Context: an optimization exercise on an open-source flow, tuned for small area. The choices shown serve that exercise and are no tape-out recipe. Function was checked by simulation only, so behaviour that the tests miss may differ from the original. Power is estimated from default activity; no workload was simulated.

## flow/design.v (module list and top-level ports; edited modules follow where they fit)
// module as7343_ctrl: 1225 lines
// module as7343_aoi222: 8 lines
// module as7343_aoi22: 7 lines
module as7343_ctrl (
    input  wire        clk,
    input  wire        rst,           
    input  wire        csr_we,
    input  wire [7:0]  csr_addr,
    input  wire [31:0] csr_wdata,
    output reg  [31:0] csr_rdata,
    input  wire        ms_tick,
    output wire        bus_req,
    output reg         bus_rd,
    output wire [6:0]  bus_addr,
    output reg  [7:0]  bus_reg,
    output wire [5:0]  bus_len,
    output wire [7:0]  bus_wdata,
    input  wire        bus_wnext,
    input  wire        bus_rvalid,
    input  wire [7:0]  bus_rdata,
    input  wire        bus_done,
    input  wire        bus_nack
);
  // ...
==> flow/flow/run.sh <==
#!/bin/bash
# Layout flow: the standard ORFS flow (standard.sh), run stage by stage
# with two changes to how the layout is made:
#  - the port buffers that global placement inserts are buf_1 cells;
#  - clock tree synthesis uses larger sink clusters and no dummy loads.
# Each stage's full output goes to its own log file in the work folder.
set -euo pipefail
cd "$(dirname "$0")/.."

export BUFFER_PORTS_ARGS="-buffer_cell sky130_fd_sc_hd__buf_1"
export CTS_ARGS="-sink_clustering_enable -repair_clock_nets -dont_use_dummy_load -sink_clustering_size 25 -sink_clustering_max_diameter 100 -buf_list sky130_fd_sc_hd__clkbuf_16"

for stage in synth floorplan place cts route finish; do
  bash standard.sh "$stage" > "flow_${stage}.log" 2>&1
done
test -s out/final.def
==> flow/standard.sh <==
#!/bin/bash
# synth_recipe.tcl (not shown) runs the flow's synth.tcl, then flattens the netlist and writes it again
# the make line also repeats each setting of config.mk as NAME=value (left out here)
make -C /OpenROAD-flow-scripts/flow DESIGN_CONFIG=/design/flow/config.mk WORK_HOME=/design/flow/orfs CLKGATE_MAP_FILE= SYNTH_SCRIPT=/design/flow/synth_recipe.tcl "${@:-finish}"
==> flow/config.mk <==
export PLATFORM = sky130hd
export DESIGN_NAME = as7343_ctrl
export DESIGN_NICKNAME = as7343_ctrl
export VERILOG_FILES = /design/flow/design.v
export SDC_FILE = /design/flow/constraint.sdc
export NUM_CORES = 4
export LEC_CHECK = 0
export CAP_MARGIN = 20
export CORE_MARGIN = 2
export CORE_UTILIZATION = 60
export SLEW_MARGIN = 20
export SYNTH_HIERARCHICAL = 1
==> flow/constraint.sdc <==
create_clock -name core_clock -period 12.0 [get_ports {clk}]
set_input_delay 2.4000 -clock core_clock [delete_from_list [all_inputs] [get_ports {clk}]]
set_output_delay 2.4000 -clock core_clock [all_outputs]
set_load 0.01 [all_outputs]
==> notes.md, run 1 <==
inverters=54; Setup Buffers After CTS=0; TritonCTS Buffers=46; Power Sequential=3930 uW; Highest Signal Layer=met5; peak per-stage delay on the critical path=1040 ps; Worst setup endpoint=csr_rdata[16]; Synth Area in Compound Gates=14.6%; # H-tree levels=2; register area=0.0279 mm2; Non-Filler Instances=3840; clk latency of the worst-skew pair=660 ps; crit path launch=csr_addr[4]; met1 GRT Util=58.8%; first-pass GRT wire length=216 mm; Tmin final=9390 ps; clk buf depth=3; met3 routed WL=24.2 mm; Reg2Reg Depth=13; Area Overhead vs Synth=8.13%; Simple-Gate Fraction of Synth Area=10.4%; clock-net power=1690 uW; clk tree area frac=2.63%; WL met2=67.4 mm; vias per cell=7.98; Setup Crit Path Kind=primary input to output port; Initial Util=60.4%; Synth Area in XOR/XNOR=2.60%; status=timing/DRC/antenna clean; reg2reg start=phase[1]; slowest CP cell=a222oi_1; Synth Area in Adders=1.43%; HPWL after DPL=112 mm; IO Count=119
==> inputs of run 2 (changes only) <==
--- a/flow/design.v
+++ b/flow/design.v
@@ -1049,44 +1049,52 @@
     always @(posedge clk) begin
         if (tmo_set)
             timeout <= arg;
         if (rst)
             tmo_zero <= 1'b1;
         else if (tmo_set)
             tmo_zero <= 1'b0;
     end
+    wire [31:0] now_inc, el_inc;
+    wire [32:0] now_carry, el_carry;
+    wire [15:0] tx_inc;
+    wire [16:0] tx_carry;
+    assign now_carry[0] = ms_tick;
+    assign el_carry[0]  = ms_tick;
+    assign tx_carry[0]  = launch & ~(&txcount);
+    genvar gi;
+    generate
+        for (gi = 0; gi < 32; gi = gi + 1) begin : g_inc
+            as7343_ha u_now (.a(now_ms[gi]),  .b(now_carry[gi]), .s(now_inc[gi]), .c(now_carry[gi + 1]));
+            as7343_ha u_el  (.a(elapsed[gi]), .b(el_carry[gi]),  .s(el_inc[gi]),  .c(el_carry[gi + 1]));
+        end
+        for (gi = 0; gi < 16; gi = gi + 1) begin : g_tx
+            as7343_ha u_tx (.a(txcount[gi]), .b(tx_carry[gi]), .s(tx_inc[gi]), .c(tx_carry[gi + 1]));
+        end
+    endgenerate
     always @(posedge clk) begin
-        if (rst)
-            now_ms <= 32'd0;
-        else if (ms_tick)
-            now_ms <= now_ms + 32'd1;
-        if (ex_load)
-            elapsed <= {31'd0, ms_tick};
-        else if (ms_tick)
-            elapsed <= elapsed + 32'd1;
-        el_ge <= ~ex_load & ~(ms_tick & (&elapsed)) & (el_ge | (elapsed == timeout));
+        now_ms  <= now_inc & {32{~rst}};
+        elapsed <= ex_load ? {31'd0, ms_tick} : el_inc;
+        el_ge   <= ~ex_load & ~el_carry[32] & (el_ge | (elapsed == timeout));
     end
     always @(posedge clk) begin
         if (launch)
             bptr <= 6'd0;
         else if (in_bus & (bus_wnext | bus_rvalid))
             bptr <= bptr + 6'd1;
         if (in_bus & bus_rvalid) begin
             if (bptr[0]) stg[15:8] <= bus_rdata;
             else         stg[7:0]  <= bus_rdata;
         end
         if (in_dec)
             snoop_bit <= bus_wdata[4];
     end
     always @(posedge clk) begin
-        if (rst | issue)
-            txcount <= 16'd0;
-        else if (launch & (txcount != 16'hFFFF))
-            txcount <= txcount + 16'd1;
+        txcount <= tx_inc & {16{~(rst | issue)}};
         if (rst | issue)
             rcount <= 6'd0;
         else if (done_ev & bus_rd)
             rcount <= bus_nack ? 6'd0 : bptr;
     end
     always @(posedge clk) begin
         if (rst) begin
             phase           <= PH_IDLE;
@@ -1218,16 +1226,23 @@
                             end
                         end
                     end
                 end
             endcase
         end
     end
 endmodule
+module as7343_ha (
+    input  wire a, input wire b,
+    output wire s, output wire c
+);
+    assign s = a ^ b;
+    assign c = a & b;
+endmodule
 module as7343_aoi222 (
     input  wire a0, input wire s0,
     input  wire a1, input wire s1,
     input  wire a2, input wire s2,
     output wire y
 );
     assign y = ~((a0 & s0) | (a1 & s1) | (a2 & s2));
 endmodule
==> run 2 against run 1 <==
Effect of this change: highest routed layer unchanged; utilization down 0.14 points; die area down 0.46%; critical endpoint unchanged; clock skew down 18 ps.
==> notes.md, run 2 <==
status=timing/DRC/antenna clean (unchanged); # H-tree levels=2 (unchanged); Synth Area in XOR/XNOR=1.16% (was 2.60%); critical path endpoint category=output port (unchanged); P_leak=0.0154 uW (was 0.0147 uW); final WL=153 mm (was 156 mm); IO Count=119 (unchanged); FF+latch count, synth=968 (unchanged); Cells after Synth=2686 (was 2785); Tmin final=9030 ps (was 9390 ps); Post-DP Area=0.0423 mm2 (was 0.0425 mm2); grt total ovfl=0 (unchanged); setup violators final=0 (unchanged); # Max-Cap Violations=0 (unchanged); Post-synth EDFFs=854 (was 855); Reg2Reg Depth=33 (was 13); Ys Warns=13 (unchanged); clk latency of the worst-skew pair=630 ps (was 660 ps); Area contributors post-synth=edfxtp_1, a222oi_1, dfxtp_1 (unchanged); number of global-route vias before repair=27700 (was 28200); routed len/inst=40.9 um (was 40.6 um); reg2reg start=now_ms[0] (was phase[1]); largest family of logic cells by synthesized area=compound AO/OA/AOI/OAI gates (unchanged); Synth cell types=87 (was 84); first-pass GRT wire length=210 mm (was 216 mm); maximum clock frequency=0.111 GHz (was 0.106 GHz); Non-Filler Instances=3737 (was 3840); most frequent cells in the layout=edfxtp_1, a222oi_1, nand2_1, ha_1, nor2_1 (was edfxtp_1, a222oi_1, nor2_1, nand2_1, buf_1); initial antenna violation count=12 (was 14); critical path data arrival time=6630 ps (was 6990 ps); register area share after synthesis=69.3% (was 69.0%); Initial Util=60.3% (was 60.4%); Die X=263 um (was 264 um); layout cells sized above 1=7.90% (was 7.67%); final slew viol count=0 (unchanged); Core Region=0.0668 mm2 (was 0.0670 mm2); Hold Buf Count CTS=0 (unchanged); Design Area, Final=0.0435 mm2 (was 0.0438 mm2); vias per cell=7.92 (was 7.98); Period Utilization, post-route=75.3% (was 78.3%); top-area cell type share of the netlist area=63.6% (was 63.4%); HPWL after DPL=111 mm (was 112 mm); Biggest register=ch (unchanged); Setup Buffers After CTS=0 (unchanged); CTS tree=built (unchanged); filler instances=4681 (was 4676); Synth Net Count=2862 (was 2886); detailed-route DRC error count=0 (unchanged); max FFs per register=288 (unchanged); most frequent cell after synthesis=edfxtp_1 (unchanged); First DRT Iteration DRCs=7920 (was 7961); Setup Crit Path Kind=primary input to output port (unchanged); post-cts resize count=0 (unchanged); crit path max fanout=32 (unchanged); CTS root buffer=clkbuf_16 (unchanged); Synth Area per Inst=15.0 um2 (was 14.5 um2); number of cell rows=95 (unchanged); FFs w/ async S/R, synth=0% (unchanged); mux contribution to synthesized area=0.478% (was 0.652%); Worst-Margin Slew=1360 ps (was 1200 ps); HP Class=register to register (unchanged); Synth Area in Adders=3.76% (was 1.43%); RSZ-0062 raised after global routing=no (unchanged); post-synth top area cell=edfxtp_1 (unchanged); via count=29600 (was 30600); footprint of the multi-input gates=0.0121 mm2 (was 0.0122 mm2); Port Buffers=116 (unchanged); TritonCTS Buffers=46 (unchanged); worst reg2reg endpoint=now_ms[31] (was snoop_bit); flop2flop setup slack=5090 ps (was 6210 ps); clk buf depth=3 (unchanged); required time worst endpoint=9600 ps (about the same); die height=263 um (was 264 um); drt pass-1 iters=15 (was 14); Hold Crit Start=ch[7][9] (was ch[3][13]); commonest non-fill, non-tap cell in the layout=edfxtp_1 (unchanged); clock slew at reported path FFs=90 ps (was 100 ps); Area Overhead vs Synth=8.02% (was 8.13%); pin count of the biggest net entering global routing=81 (was 193); antenna-violating nets left=0 (unchanged); Worst Setup Start Kind=primary input (unchanged); synth cell count leaders=edfxtp_1, a222oi_1, nand2_1 (was edfxtp_1, a222oi_1, nor2_1); final weighted congestion in routability-driven placement=1.11 (was 1.05); Pwr Density=139 mW/mm2 (was 138 mW/mm2); placed cells=3684 (was 3781); setup TNS=0 ps (unchanged); Synth Area in Compound Gates=14.4% (was 14.6%); Simple-Gate Fraction of Synth Area=9.65% (was 10.4%); clk sinks=968 (unchanged); Synth Cell Area=0.0403 mm2 (was 0.0405 mm2); Peak VDD IR=154 uV (was 142 uV); fin util=65.2% (was 65.3%); Worst Skew=62.5 ps (was 80.1 ps); Main synth FF type=edfxtp_1 (unchanged); Tot GR Track Use=43.3% (was 44.0%); Min-Delay Path Depth=0 (unchanged); hold endpoint=sorted[3][9] (was sorted[11][13]); die area=0.0692 mm2 (was 0.0696 mm2); Slew HR=9.04% (was 20.1%); final hold vios=0 (unchanged); Final #Nets=3037 (was 3064); register area=0.0279 mm2 (about the same); biggest regs=ch: 288 flops, buff: 256 flops, sorted: 192 flops (unchanged)
[run 2: Yosys stat by module (local to each module, per instance)]
module	flip-flops and latches	times used	area [um2]
as7343_ctrl	968	1	35400
as7343_aoi22	0	12	12.5
as7343_ha	0	80	12.5
as7343_aoi222	0	376	10.0
[run 2: kinds of logic (layout without fill, tap and decap cells)]
group / after synthesis / count (layout)
flops: 968 / 968
simple gates: 737 / 737
compound gates: 664 / 664
buf+inv: 126 / 299
fa+ha+maj: 120 / 120
xor+xnor: 51 / 51
mux: 19 / 19
other cells: 1 / 6
[run 2: metrics by stage]
stage	setup slack [ps]	power (uW)	hold WS [ps]
after global routing	3090	6160	465
final	2970	6050	457
after CTS	3290	6020	456
after detailed placement	2830	4420	435
after floorplan	196	4150	426
after global placement	2890	4400	429
[run 2: how the worst max path moves through the flow]
stage           startpoint             to  slack, ps  depth (start not counted)
2_1_floorplan     bus_done   sorted[0][0]        200                          4
3_3_place_gp       ms_tick     now_ms[31]       2890                         34
3_5_place_dp       ms_tick     now_ms[31]       2830                         34
4_1_cts        csr_addr[4]  csr_rdata[16]       3290                         10
5_1_grt        csr_addr[2]  csr_rdata[18]       3090                         11
6_report       csr_addr[4]  csr_rdata[16]       2970                         10
[run 2: cell type report]
cell class / instances / share of cell area [%]
flip-flops and latches: 968 / 64.2
multi-input cells: 1592 / 27.7
clock buffers: 46 / 2.64
well taps: 873 / 2.51
repair buffers: 199 / 2.44
inverters: 54 / 0.466
diodes: 5 / 0.0287
[run 2: critical path, stage by stage]
cell and delay (ps):
buf_1 550, nor3_1 130, xnor2_1 340, or3_1 590, nor2_4 50, buf_4 290, a222oi_1 1040, nand3_1 570
a2111o_1 470, buf_1 150
[run 2: routing by layer]
| layer | wire [um] | global-route usage [%] |
|---|---|---|
| met4 | 10100 | 21.2 |
| met5 | 188 | 0 |
| met2 | 67800 | 66.6 |
| met1 | 51300 | 57.7 |
| met3 | 23400 | 11.3 |
[run 2: power breakdown]
group	internal [uW]	switching, uW	leakage [uW]
Sequential	3810	121	0.00933
Clock	686	996	0.000567
Combinational	112	328	0.00546
Total	4600	1450	0.0154

==> afterwards: timing with drivers on the ports <==
The results above use ideal ports. As a check the final layouts listed here were re-extracted and re-timed, cells and wires unchanged. Step 1 (the two cells are an assumption about what drives the block):
set clk [get_ports {clk}]
set_driving_cell -lib_cell sky130_fd_sc_hd__clkbuf_16 $clk
set_driving_cell -lib_cell sky130_fd_sc_hd__buf_2 [delete_from_list [all_inputs] $clk]
Step 2 moves the port delays by t, midway between the first and last clock arrival at a register: inputs arrive t later, outputs are due t later. That takes back most of the time a late clock gives input paths. Three values: no drivers, after step 1, after step 2; two values: the first two.
run	t, ns	setup slack, ns	worst setup path at the end	worst data-port slew with drivers (ns)	cell pins on the clock port's net
run 1	0.682	2.609 / 2.578 / 2.578	input to output	0.17	1
run 2	0.679	2.967 / 2.942 / 2.764	input to register	0.11	1
After both steps every run listed still meets setup and hold. The setup slack of run 2, which loses most, moves by -0.025 ns with the drivers and by -0.203 ns with both steps.
